Source: an optimization exercise on an open RTL-to-GDS flow (aim: small area). Production flows keep margins and buffers that such runs may drop. Function was checked by simulation only, so behaviour that the tests miss may differ from the original. Power figures rest on the tool's default switching activity, not on a simulated workload.

File: design.v
module seelevel_eval (
    input  wire [3:0]        op,            
    input  wire [7:0]        cur_s,         
    input  wire [96*16-1:0]  dur,           
    input  wire [6:0]        dur_count,
    input  wire [12*8-1:0]   frame,         
    input  wire [3:0]        frame_count,
    input  wire [10*8-1:0]   seg,           
    input  wire [3:0]        seg_count,
    input  wire [7:0]        cal_valid,
    input  wire [8*16-1:0]   cal_ref,       
    output reg               dec_ok,        
    output reg  [12*8-1:0]   dec_bytes,     
    output reg  [2:0]        fail_code,     
    output reg  [10*8-1:0]   seg_out,       
    output reg  [3:0]        seg_n,         
    output reg               lvl_fault,     
    output reg  [31:0]       lvl_num,
    output reg  [31:0]       lvl_den
);
    localparam [3:0] OP_READ     = 4'h1;
    localparam [3:0] OP_CAPTURE  = 4'h3;
    localparam [3:0] OP_DECODE   = 4'h4;
    localparam [3:0] OP_VALIDATE = 4'h5;
    localparam [3:0] OP_LEVEL    = 4'h6;
    localparam [2:0] RES_NO_RESPONSE = 3'd2;
    localparam [2:0] RES_PREAMBLE    = 3'd3;
    localparam [2:0] RES_CHECKSUM    = 3'd4;
    integer i, j;
    always @* begin
        dec_ok = (dur_count == 7'd96);
        for (j = 0; j < 12; j = j + 1)
            for (i = 0; i < 8; i = i + 1)
                dec_bytes[8*j + 7 - i] = (dur[16*(8*j + i) +: 16] > 16'd26);
    end
    reg [12*8-1:0] vb;         
    reg            v_len_ok;
    reg [3:0]      bs;         
    reg            scanning;
    reg [11:0]     cs_sum;
    reg [7:0]      cs;
    reg [7:0]      b1;
    always @* begin
        if (op == OP_VALIDATE) begin
            vb       = frame;
            v_len_ok = (frame_count == 4'd12);
        end else begin
            vb       = dec_bytes;
            v_len_ok = dec_ok;
        end
        bs       = 4'd1;
        scanning = 1'b1;
        for (i = 11; i >= 2; i = i - 1) begin
            if (scanning && vb[8*i +: 8] != 8'hFF) begin
                bs       = i[3:0];
                scanning = 1'b0;
            end
        end
        cs_sum = 12'd0;
        for (i = 2; i < 12; i = i + 1)
            if (i <= bs)
                cs_sum = cs_sum + {4'd0, vb[8*i +: 8]};
        cs = cs_sum[7:0] - 8'd2;
        b1 = vb[15:8];
        if (!v_len_ok)
            fail_code = RES_NO_RESPONSE;
        else if (vb[7:4] != 4'h9)
            fail_code = RES_PREAMBLE;
        else if (cs != b1)
            fail_code = RES_CHECKSUM;
        else
            fail_code = 3'd0;
        seg_n   = bs - 4'd1;
        seg_out = 80'd0;
        for (i = 0; i < 10; i = i + 1)
            if (i < seg_n)
                seg_out[8*i +: 8] = vb[8*(i+2) +: 8];
        if (seg_n >= 4'd2 && seg_out[15:8] == 8'd0)
            seg_out[7:0] = 8'd0;
    end
    reg [10*8-1:0] ls_seg;     
    reg [3:0]      n;
    reg            found;
    reg [3:0]      ls;         
    reg [7:0]      seg_ls;
    reg [11:0]     sum_all;    
    reg [11:0]     sum_above;  
    reg [3:0]      k;
    reg            cal_present;
    reg [15:0]     ref_val;
    reg [31:0]     num, den;
    always @* begin
        if (op == OP_LEVEL) begin
            ls_seg = seg;
            n      = seg_count;
        end else begin
            ls_seg = seg_out;
            n      = seg_n;
        end
        found   = 1'b0;
        ls      = 4'd0;
        sum_all = 12'd0;
        for (i = 0; i < 10; i = i + 1) begin
            if (i < n) begin
                sum_all = sum_all + {4'd0, ls_seg[8*i +: 8]};
                if (!found && ls_seg[8*i +: 8] != 8'd0) begin
                    found = 1'b1;
                    ls    = i[3:0];
                end
            end
        end
        seg_ls = ls_seg[8*ls +: 8];
        sum_above = 12'd0;
        for (i = 0; i < 10; i = i + 1)
            if (i > ls && i < n)
                sum_above = sum_above + {4'd0, ls_seg[8*i +: 8]};
        k = n - 4'd1 - ls;
        cal_present = (cur_s < 8'd8) && cal_valid[cur_s[2:0]];
        ref_val     = cal_ref[16*cur_s[2:0] +: 16];
        lvl_fault = 1'b0;
        num       = 32'd0;
        den       = 32'd1;
        if (!found) begin
            num = 32'd0;
            den = 32'd1;
        end else if (cal_present) begin
            if (ref_val == 16'd0)
                lvl_fault = 1'b1;
            else begin
                num = 32'd100 * sum_all;
                den = {16'd0, ref_val};
            end
        end else if (k == 4'd0) begin
            num = 32'd100 * seg_ls;
            den = 32'd255 * n;
        end else if (sum_above == 12'd0) begin
            lvl_fault = 1'b1;
        end else begin
            num = 32'd100 * k * (seg_ls + sum_above);
            den = sum_above * n;
            if (num > 32'd100 * den) begin
                num = 32'd100;
                den = 32'd1;
            end
        end
        lvl_num = num;
        lvl_den = den;
    end
endmodule
module seelevel (
    input  wire        clk,
    input  wire        rst,
    input  wire        rx,
    output wire        tx,
    output wire        irq,
    input  wire        bus_en,
    input  wire        bus_we,
    input  wire [11:0] bus_addr,
    input  wire [31:0] bus_wdata,
    output reg  [31:0] bus_rdata
);
    localparam [3:0] OP_NOP      = 4'h0;
    localparam [3:0] OP_READ     = 4'h1;
    localparam [3:0] OP_SELECT   = 4'h2;
    localparam [3:0] OP_CAPTURE  = 4'h3;
    localparam [3:0] OP_DECODE   = 4'h4;
    localparam [3:0] OP_VALIDATE = 4'h5;
    localparam [3:0] OP_LEVEL    = 4'h6;
    localparam [3:0] OP_CLRCNT   = 4'h7;
    localparam [2:0] PH_IDLE     = 3'd0;
    localparam [2:0] PH_SEL_OFF  = 3'd1;
    localparam [2:0] PH_SEL_ON   = 3'd2;
    localparam [2:0] PH_CAP_HIGH = 3'd3;
    localparam [2:0] PH_CAP_LOW  = 3'd4;
    localparam [2:0] PH_EVAL     = 3'd5;
    localparam [2:0] RES_NONE        = 3'd0;
    localparam [2:0] RES_OK          = 3'd1;
    localparam [2:0] RES_NO_RESPONSE = 3'd2;
    localparam [2:0] RES_PREAMBLE    = 3'd3;
    localparam [2:0] RES_CHECKSUM    = 3'd4;
    localparam [2:0] RES_LEVEL_FAULT = 3'd5;
    localparam [15:0] TIMEOUT_RST   = 16'd10000;
    localparam [15:0] SEL_OFF_RST   = 16'd0;
    localparam [15:0] SEL_ON_RST    = 16'd0;
    localparam [9:0] W_CTRL        = 10'h000;
    localparam [9:0] W_CMD         = 10'h001;
    localparam [9:0] W_STATUS      = 10'h002;
    localparam [9:0] W_TIMEOUT     = 10'h003;
    localparam [9:0] W_SEL_OFF     = 10'h004;
    localparam [9:0] W_SEL_ON      = 10'h005;
    localparam [9:0] W_LEVEL_NUM   = 10'h006;
    localparam [9:0] W_LEVEL_DEN   = 10'h007;
    localparam [9:0] W_CNT_NORESP  = 10'h008;
    localparam [9:0] W_CNT_PRE     = 10'h009;
    localparam [9:0] W_CNT_CS      = 10'h00A;
    localparam [9:0] W_DUR_COUNT   = 10'h00B;
    localparam [9:0] W_FRAME_COUNT = 10'h00C;
    localparam [9:0] W_SEG_COUNT   = 10'h00D;
    localparam [9:0] W_US_NOW      = 10'h00E;
    localparam [9:0] W_CAL0        = 10'h010;    
    localparam [9:0] W_FRAME0      = 10'h020;    
    localparam [9:0] W_SEG0        = 10'h030;    
    localparam [9:0] W_DUR0        = 10'h040;    
    reg         ctrl_to_en, ctrl_ie, ctrl_tx;
    reg         st_done, st_ign;
    reg  [2:0]  st_result;
    reg  [2:0]  phase;
    reg         sync1, sync2;
    reg  [31:0] us;
    reg  [15:0] timeout_us, sel_off_us, sel_on_us;
    reg  [31:0] level_num, level_den;
    reg  [31:0] cnt_noresp, cnt_pre, cnt_cs;
    reg  [6:0]  dur_count;
    reg  [3:0]  frame_count, seg_count;
    reg  [7:0]      cal_valid;
    reg  [8*16-1:0] cal_ref;
    reg  [12*8-1:0] frame_q;
    reg  [10*8-1:0] seg_q;
    reg  [96*16-1:0] dur_q;
    reg  [31:0] t_start, t_fall;
    reg  [8:0]  sel_remain;
    reg  [3:0]  cur_op;
    reg  [7:0]  cur_s;
    wire        busy = (phase != PH_IDLE);
    wire        rx_s = sync2;
    assign tx  = ctrl_tx;
    assign irq = st_done & ctrl_ie;
    wire [9:0] w      = bus_addr[11:2];
    wire       wr     = bus_en & bus_we;
    wire is_cal   = (w >= W_CAL0)   && (w < W_CAL0 + 10'd8);
    wire is_frame = (w >= W_FRAME0) && (w < W_FRAME0 + 10'd12);
    wire is_seg   = (w >= W_SEG0)   && (w < W_SEG0 + 10'd10);
    wire is_dur   = (w >= W_DUR0)   && (w < W_DUR0 + 10'd96);
    wire [2:0] cal_idx   = w[2:0];
    wire [3:0] frame_idx = w - W_FRAME0;
    wire [3:0] seg_idx   = w - W_SEG0;
    wire [6:0] dur_idx   = w - W_DUR0;
    wire is_rw_idle = (w == W_CTRL) || (w == W_TIMEOUT) || (w == W_SEL_OFF) ||
                      (w == W_SEL_ON) || (w == W_DUR_COUNT) ||
                      (w == W_FRAME_COUNT) || (w == W_SEG_COUNT) ||
                      is_cal || is_frame || is_seg || is_dur;
    wire hw     = wr && !busy;
    wire       cmd_wr  = wr && (w == W_CMD);
    wire [3:0] cmd_op  = bus_wdata[3:0];
    wire [7:0] cmd_s   = bus_wdata[15:8];
    wire       cmd_reserved = cmd_wr && cmd_op[3];
    wire       cmd_busy_ign = cmd_wr && !cmd_op[3] && (cmd_op != OP_NOP) && busy;
    wire       cmd_clrcnt   = cmd_wr && (cmd_op == OP_CLRCNT) && !busy;
    wire       cmd_start    = cmd_wr && !busy && (cmd_op != OP_NOP) &&
                              (cmd_op != OP_CLRCNT) && !cmd_op[3];
    wire       set_ign = cmd_reserved || cmd_busy_ign || (wr && busy && is_rw_idle);
    wire [31:0] status_word = {14'd0, ctrl_tx, rx_s, 5'd0, phase, 1'b0,
                               st_result, 1'b0, st_ign, st_done, busy};
    always @* begin
        bus_rdata = 32'd0;
        case (w)
            W_CTRL:        bus_rdata = {29'd0, ctrl_tx, ctrl_ie, ctrl_to_en};
            W_STATUS:      bus_rdata = status_word;
            W_TIMEOUT:     bus_rdata = {16'd0, timeout_us};
            W_SEL_OFF:     bus_rdata = {16'd0, sel_off_us};
            W_SEL_ON:      bus_rdata = {16'd0, sel_on_us};
            W_LEVEL_NUM:   bus_rdata = level_num;
            W_LEVEL_DEN:   bus_rdata = level_den;
            W_CNT_NORESP:  bus_rdata = cnt_noresp;
            W_CNT_PRE:     bus_rdata = cnt_pre;
            W_CNT_CS:      bus_rdata = cnt_cs;
            W_DUR_COUNT:   bus_rdata = {25'd0, dur_count};
            W_FRAME_COUNT: bus_rdata = {28'd0, frame_count};
            W_SEG_COUNT:   bus_rdata = {28'd0, seg_count};
            W_US_NOW:      bus_rdata = us;
            default: begin
                if (is_cal)
                    bus_rdata = {cal_valid[cal_idx], 15'd0, cal_ref[16*cal_idx +: 16]};
                else if (is_frame)
                    bus_rdata = {24'd0, frame_q[8*frame_idx +: 8]};
                else if (is_seg)
                    bus_rdata = {24'd0, seg_q[8*seg_idx +: 8]};
                else if (is_dur)
                    bus_rdata = {16'd0, dur_q[16*dur_idx +: 16]};
            end
        endcase
    end
    wire            ev_dec_ok;
    wire [12*8-1:0] ev_dec_bytes;
    wire [2:0]      ev_fail;
    wire [10*8-1:0] ev_seg;
    wire [3:0]      ev_seg_n;
    wire            ev_lvl_fault;
    wire [31:0]     ev_num, ev_den;
    seelevel_eval u_eval (
        .op          (cur_op),
        .cur_s       (cur_s),
        .dur         (dur_q),
        .dur_count   (dur_count),
        .frame       (frame_q),
        .frame_count (frame_count),
        .seg         (seg_q),
        .seg_count   (seg_count),
        .cal_valid   (cal_valid),
        .cal_ref     (cal_ref),
        .dec_ok      (ev_dec_ok),
        .dec_bytes   (ev_dec_bytes),
        .fail_code   (ev_fail),
        .seg_out     (ev_seg),
        .seg_n       (ev_seg_n),
        .lvl_fault   (ev_lvl_fault),
        .lvl_num     (ev_num),
        .lvl_den     (ev_den)
    );
    wire [31:0] el_start = us - t_start;      
    wire [31:0] el_fall  = us - t_fall;       
    wire [15:0] dur_meas = (el_fall > 32'd65535) ? 16'hFFFF : el_fall[15:0];
    wire frame_op = (cur_op == OP_READ) || (cur_op == OP_CAPTURE) ||
                    (cur_op == OP_DECODE);
    integer i;
    always @(posedge clk) begin
        if (rst) begin
            ctrl_to_en  <= 1'b1;
            ctrl_ie     <= 1'b0;
            ctrl_tx     <= 1'b0;
            st_done     <= 1'b0;
            st_ign      <= 1'b0;
            st_result   <= RES_NONE;
            phase       <= PH_IDLE;
            sync1       <= 1'b1;
            sync2       <= 1'b1;
            us          <= 32'd0;
            timeout_us  <= TIMEOUT_RST;
            sel_off_us  <= SEL_OFF_RST;
            sel_on_us   <= SEL_ON_RST;
            level_num   <= 32'hFFFFFFFF;
            level_den   <= 32'd1;
            cnt_noresp  <= 32'd0;
            cnt_pre     <= 32'd0;
            cnt_cs      <= 32'd0;
            dur_count   <= 7'd0;
            frame_count <= 4'd0;
            seg_count   <= 4'd0;
            cal_valid   <= 8'd0;
            cal_ref     <= {8*16{1'b0}};
            frame_q     <= {12*8{1'b0}};
            seg_q       <= {10*8{1'b0}};
            dur_q       <= {96*16{1'b0}};
            t_start     <= 32'd0;
            t_fall      <= 32'd0;
            sel_remain  <= 9'd0;
            cur_op      <= 4'd0;
            cur_s       <= 8'd0;
        end else begin
            sync1 <= rx;
            sync2 <= sync1;
            us    <= us + 32'd1;
            if (wr && w == W_STATUS) begin
                if (bus_wdata[1]) st_done <= 1'b0;
                if (bus_wdata[2]) st_ign  <= 1'b0;
            end
            if (set_ign)
                st_ign <= 1'b1;
            if (hw) begin
                case (w)
                    W_CTRL: begin
                        ctrl_to_en <= bus_wdata[0];
                        ctrl_ie    <= bus_wdata[1];
                        ctrl_tx    <= bus_wdata[2];
                    end
                    W_TIMEOUT:     timeout_us  <= bus_wdata[15:0];
                    W_SEL_OFF:     sel_off_us  <= bus_wdata[15:0];
                    W_SEL_ON:      sel_on_us   <= bus_wdata[15:0];
                    W_DUR_COUNT:   dur_count   <= bus_wdata[6:0];
                    W_FRAME_COUNT: frame_count <= bus_wdata[3:0];
                    W_SEG_COUNT:   seg_count   <= (bus_wdata[3:0] > 4'd10) ? 4'd10 : bus_wdata[3:0];
                    default: begin
                        if (is_cal) begin
                            cal_valid[cal_idx]        <= bus_wdata[31];
                            cal_ref[16*cal_idx +: 16] <= bus_wdata[15:0];
                        end
                        if (is_frame)
                            frame_q[8*frame_idx +: 8] <= bus_wdata[7:0];
                        if (is_seg)
                            seg_q[8*seg_idx +: 8] <= bus_wdata[7:0];
                        if (is_dur)
                            dur_q[16*dur_idx +: 16] <= bus_wdata[15:0];
                    end
                endcase
            end
            if (cmd_clrcnt) begin
                cnt_noresp <= 32'd0;
                cnt_pre    <= 32'd0;
                cnt_cs     <= 32'd0;
            end
            if (cmd_start) begin
                st_done <= 1'b0;
                cur_op  <= cmd_op;
                cur_s   <= cmd_s;
                case (cmd_op)
                    OP_READ, OP_SELECT: begin
                        sel_remain <= {1'b0, cmd_s} + 9'd1;
                        ctrl_tx    <= 1'b0;
                        t_start    <= us;
                        phase      <= PH_SEL_OFF;
                    end
                    OP_CAPTURE: begin
                        dur_count <= 7'd0;
                        t_start   <= us;
                        phase     <= PH_CAP_HIGH;
                    end
                    default:
                        phase <= PH_EVAL;
                endcase
            end
            case (phase)
                PH_SEL_OFF: begin
                    if (el_start >= {16'd0, sel_off_us}) begin
                        ctrl_tx <= 1'b1;
                        t_start <= us;
                        phase   <= PH_SEL_ON;
                    end
                end
                PH_SEL_ON: begin
                    if (el_start >= {16'd0, sel_on_us}) begin
                        if (sel_remain > 9'd1) begin
                            sel_remain <= sel_remain - 9'd1;
                            ctrl_tx    <= 1'b0;
                            t_start    <= us;
                            phase      <= PH_SEL_OFF;
                        end else begin
                            sel_remain <= 9'd0;
                            if (cur_op == OP_READ) begin
                                dur_count <= 7'd0;
                                t_start   <= us;
                                phase     <= PH_CAP_HIGH;
                            end else begin
                                st_result <= RES_NONE;
                                st_done   <= 1'b1;
                                phase     <= PH_IDLE;
                            end
                        end
                    end
                end
                PH_CAP_HIGH: begin
                    if (!rx_s) begin
                        t_fall <= us;
                        phase  <= PH_CAP_LOW;
                    end else if (ctrl_to_en && el_start >= {16'd0, timeout_us}) begin
                        phase <= PH_EVAL;
                    end
                end
                PH_CAP_LOW: begin
                    if (rx_s) begin
                        dur_q[16*dur_count +: 16] <= dur_meas;
                        dur_count <= dur_count + 7'd1;
                        if (dur_count == 7'd95) begin
                            phase <= PH_EVAL;
                        end else begin
                            t_start <= us;
                            phase   <= PH_CAP_HIGH;
                        end
                    end else if (ctrl_to_en && el_fall >= {16'd0, timeout_us}) begin
                        phase <= PH_EVAL;
                    end
                end
                PH_EVAL: begin
                    if (frame_op) begin
                        if (ev_dec_ok) begin
                            frame_q     <= ev_dec_bytes;
                            frame_count <= 4'd12;
                        end else begin
                            frame_count <= 4'd0;
                        end
                    end
                    if (cur_op != OP_LEVEL && ev_fail != 3'd0) begin
                        seg_count <= 4'd0;
                        st_result <= ev_fail;
                        level_num <= 32'hFFFFFFFF;
                        level_den <= 32'd1;
                        case (ev_fail)
                            RES_NO_RESPONSE:
                                if (cnt_noresp != 32'hFFFFFFFF) cnt_noresp <= cnt_noresp + 32'd1;
                            RES_PREAMBLE:
                                if (cnt_pre != 32'hFFFFFFFF) cnt_pre <= cnt_pre + 32'd1;
                            default:
                                if (cnt_cs != 32'hFFFFFFFF) cnt_cs <= cnt_cs + 32'd1;
                        endcase
                    end else begin
                        if (cur_op != OP_LEVEL) begin
                            for (i = 0; i < 10; i = i + 1)
                                if (i < ev_seg_n)
                                    seg_q[8*i +: 8] <= ev_seg[8*i +: 8];
                            seg_count <= ev_seg_n;
                        end
                        if (ev_lvl_fault) begin
                            st_result <= RES_LEVEL_FAULT;
                            level_num <= 32'hFFFFFFFF;
                            level_den <= 32'd1;
                        end else begin
                            st_result <= RES_OK;
                            level_num <= ev_num;
                            level_den <= ev_den;
                        end
                    end
                    st_done <= 1'b1;
                    phase   <= PH_IDLE;
                end
                default: ;
            endcase
        end
    end
endmodule
File: constraint.sdc
create_clock -name core_clock -period 50.0 [get_ports {clk}]
set_input_delay 10.0000 -clock core_clock [delete_from_list [all_inputs] [get_ports {clk}]]
set_output_delay 10.0000 -clock core_clock [all_outputs]
set_load 0.01 [all_outputs]
File: run.sh
#!/bin/bash
# synth_recipe.tcl (not shown) runs the flow's synth.tcl, then flattens the netlist and writes it again
# the make line also repeats each setting of config.mk as NAME=value (left out here)
make -C /OpenROAD-flow-scripts/flow DESIGN_CONFIG=/design/flow/config.mk WORK_HOME=/design/flow/orfs CLKGATE_MAP_FILE= SYNTH_SCRIPT=/design/flow/synth_recipe.tcl finish
File: config.mk
export PLATFORM = sky130hd
export DESIGN_NAME = seelevel
export DESIGN_NICKNAME = seelevel
export VERILOG_FILES = /design/flow/design.v
export SDC_FILE = /design/flow/constraint.sdc
export NUM_CORES = 4
export LEC_CHECK = 0
export CAP_MARGIN = 20
export CORE_MARGIN = 2
export CORE_UTILIZATION = 40
export SLEW_MARGIN = 20
==> flow_summary.yaml <==
setup_path:
  crit_path_end_kind: "flip-flop"
  worstPathRequired_ns: 50.86
  crit_top_cell: "a21oi_1"
  arrival_ns: 28.14
  critical_path_class: "reg -> reg"
  critPathMaxFanout: 74
  crit_slowest_cell: "xor2_1"
  cp.buffers_inverters: 10
  critPathTopFamily: "compound AO/OA/AOI/OAI gates"
  slowest_delay_ns: 0.72
  worst_setup_path_start_kind: "flip-flop"
cells_and_area:
  nets: 16590
  drive_above_1_share_pct: 20.48
  n_fill_cell: 35810
  area_delta_synth_final_pct: 9.495
floorplan:
  start_util_pct: 40.12
  rows: 223
  core-area_um2: 368600
  die_w_um: 612
  dieArea_um2: 374500
  num_io_pins: 83
  die-height_um: 612
drt:
  vias_per_cell: 6.309
  routed_wirelength_um: 587900
  drt_iter0_drc: 16570
  drcViolationCount: 0
  wl_per_cell_um: 28.07
  ant_nets: 0
  dr.pass1.iters: 7
  num_vias: 132200
clocking:
  cts_hold_buf: 0
  clk_path_buf_depth: 4
  cts_tree: "yes"
  clk_latency_ns: 0.98
  htreeDepth: 5
  post_cts_buffers: 0
  path_clk_slew_ns: 0.06
  cts_root_buf: "clkbuf_16"
  cts_buffers: 262
  clock-sinks: 2178
  cts_resized: 0
global_route:
  grt.met3_usage_pct: 6.788
  grt_max_degree: 165
  grt.total_usage_pct: 30.25
  antenna_found_initial: 37
  top_usage_layer: "met2"
  grt_first_pass_wirelength_um: 853700
  grt_overflow: 0
  grt_pass1_vias: 121400
  use_met2_pct: 44.96
  use_met1_pct: 40.09
logic_synthesis:
  syn_area_um2: 147900
  synth_top_area_share_pct: 29.49
  syn-mean-instance-area_um2: 8.948
  synth_flop_cell: "dfxtp_1"
  yosysWarnings: 2
  ys_ff_latch: 2178
  syn_inst: 16530
  synth_largest_area_cell: "dfxtp_1"
  yosysSeqAreaShare_pct: 29.49
  synthTopCellsByArea: "dfxtp_1, mux2_2, a211oi_1, mux4_2, nor2_1"
  synth.distinct_cells: 105
  synth_fp_nets: 17330
  async_flop_share_pct: 0
  synth-edff-count: 0
sta:
  setup_violations: 0
  post-route-period-util_pct: 54.56
  max_freq_mhz: 36.66
  rsz0062_at_grt: "no"
  slew_headroom_pct: 9.288
  worstMarginPinSlew_ns: 1.359
  fin_hold_ws_ns: 0.4149
  drv_slew: 0
  fin_skew_ns: 0.06763
  setup_tns_ns: 0
  finalHoldViolCount: 0
  layout_min_cycle_time_ns: 27.28
power:
  vdd_drop_max_uv: 49.95
  powerDensity_nw_per_um2: 26.95
  p_leak_nw: 61.24
hold_path:
  hold_path_class: "reg -> reg"
placement:
  hpwl_um: 407000
  io_buffers: 65
  place.gp.congestion: 1.007
run:
  cap_violations: 0
outcome:
  status: "no timing/DRC/antenna violations"
[cells in the final DEF, fill, tap and decap left out, types with 42 or more instances in the layout]
master / n
o21bai_1: 108
nand2_1: 1001
a21o_1: 150
a211oi_1: 1768
and2_1: 94
nor2_2: 93
nor3_1: 235
clkbuf_16: 268
mux4_2: 587
xnor2_1: 231
clkbuf_8: 63
o31ai_1: 49
nand4_1: 69
nand2b_1: 75
nor4_1: 278
nand3_1: 224
buf_4: 380
o211ai_1: 59
clkbuf_1: 49
ha_1: 598
a22oi_1: 210
dfxtp_1: 2177
a21oi_1: 614
nor2_1: 2324
or3_1: 58
o22ai_1: 85
inv_1: 578
mux2_2: 1600
and3_1: 97
fa_1: 156
o21ai_0: 329
xor2_1: 118
nor2b_1: 107
clkdlybuf4s50_1: 42
mux2i_1: 327
[power by group]
part | switching [mW] | total, mW | internal (mW)
combinational | 0.488 | 0.637 | 0.149
clock | 0.833 | 1.98 | 1.15
sequential | 0.00500 | 1.74 | 1.74
total | 1.33 | 4.36 | 3.04
[cells by family (layout without fill, tap and decap cells)]
group / count (synthesis) / after routing / share of synthesized area, %
other cells: 0 / 20 / 0
buf+inv: 2050 / 1502 / 5.264
simple gates: 4841 / 4841 / 14.43
flops: 2178 / 2178 / 29.49
compound gates: 3832 / 3832 / 18.18
xor+xnor: 354 / 354 / 2.112
fa+ha+maj: 755 / 755 / 7.179
mux: 2515 / 2515 / 23.35
[cells in the mapped netlist (all sizes together), types with 18 or more instances]
| library cell | count |
|---|---|
| and4 | 19 |
| or3 | 58 |
| o211ai | 59 |
| mux4 | 587 |
| or4 | 24 |
| o21bai | 108 |
| mux2i | 328 |
| fa | 156 |
| o21a | 35 |
| a21o | 150 |
| nand2b | 75 |
| a21oi | 615 |
| o22ai | 92 |
| o2111ai | 18 |
| a222oi | 26 |
| a31oi | 40 |
| buf | 173 |
| o21ai | 350 |
| o41ai | 18 |
| o31ai | 50 |
| a221oi | 31 |
| nor2b | 107 |
| nor4 | 289 |
| a21boi | 20 |
| dfxtp | 2178 |
| ha | 598 |
| nand3 | 224 |
| mux2 | 1600 |
| nor2 | 2427 |
| a22oi | 210 |
| a211oi | 1772 |
| and2 | 95 |
| nand2 | 1003 |
| a221o | 24 |
| nor3 | 276 |
| a22o | 32 |
| xor2 | 118 |
| and3 | 98 |
| inv | 582 |
| or2 | 36 |
| clkbuf | 1291 |
| a311oi | 30 |
| a211o | 23 |
| xnor2 | 236 |
| nand4 | 70 |
[flip-flops by register name, summed over array words and instances (netlist names), 8 cells and up]
register / flops
cnt_cs: 32
cnt_noresp: 32
cnt_pre: 32
cur_s: 8
cal_ref: 128
level_den: 16
us: 32
cal_valid: 8
sel_remain: 9
timeout_us: 16
sel_on_us: 16
sel_off_us: 16
t_start: 32
dur_q: 1536
t_fall: 32
seg_q: 80
level_num: 25
frame_q: 96
[layout make-up]
type	count	area (µm²)	share of cell area, %
multi-input combinational	12300	97270	60.08
sequential	2178	43600	26.93
clock buffer	380	7757	4.791
tap	4950	6193	3.825
timing repair buffer	460	3857	2.383
inverter	586	2207	1.363
clock inverter	76	965.9	0.5966
antenna	20	50.05	0.03091
[layer usage]
metal | vias to the layer above | wire, µm
met1 | 64240 | 239100
met4 | 30 | 39270
li1 | 59540 | -
met2 | 6948 | 249000
met5 | - | 627
met3 | 1409 | 59900
[worst reg2reg max path, delay by kind of cell, from the launching register on]
| family | cells | cell delay (ns) |
|---|---|---|
| xor gates and xnor gates | 4 | 1.70 |
| muxes | 2 | 0.63 |
| buffers and inverters | 10 | 1.90 |
| DFF | 1 | 0.52 |
| AOI/OAI and AO/OA | 37 | 9.32 |
| adders and majority gates | 18 | 7.91 |
| and+or+nand+nor | 21 | 5.17 |
[final timing paths]
path	depth (start not counted)	startpoint	end	slack, ns
max reg2reg	92	cur_op[0]	level_num[19]	22.72
min reg2reg	1	sync1	sync2	0.41
min	1	sync1	sync2	0.41
max	92	cur_op[0]	level_num[19]	22.72
[metrics by stage]
step / utilization (%) / instances / power, mW / setup slack [ns] / cell area [µm²]
final: 43.93 / 20950 / 4.363 / 22.72 / 161900
after global routing: 43.91 / 20930 / 4.466 / 20.94 / 161900
after CTS: 43.90 / 20920 / 4.355 / 23.10 / 161800
after detailed placement: 41.53 / 20470 / 2.395 / 23.19 / 153100
after global placement: 41.51 / 20470 / 2.395 / 23.31 / 153000
after floorplan: - / 16530 / 2.145 / 25.30 / 147900

==> port drivers added, routing unchanged <==
In the flow no input, the clock included, has a driving cell. The finished layout below was timed again as built, in two steps.
Step 1: set_driving_cell puts a clkbuf_16 on clk and a buf_2 on each other input, an assumption about the parent block.
Step 2 moves the port delays by t, midway between the first and last clock arrival at a register: inputs arrive t later, outputs are due t later. That takes back most of the time a late clock gives input paths.
Three values: no drivers, after step 1, after step 2; two values: the first two.
t (ns): 1.054
slack for setup (ns): 22.721 / 22.678 / 22.678
hold WS [ns]: 0.415 / 0.415 / 0.415
worst data-port slew with drivers (ns): 0.22
After both steps this run still meets setup and hold. The setup slack of this run moves by -0.043 ns with the drivers and by -0.043 ns with both steps.
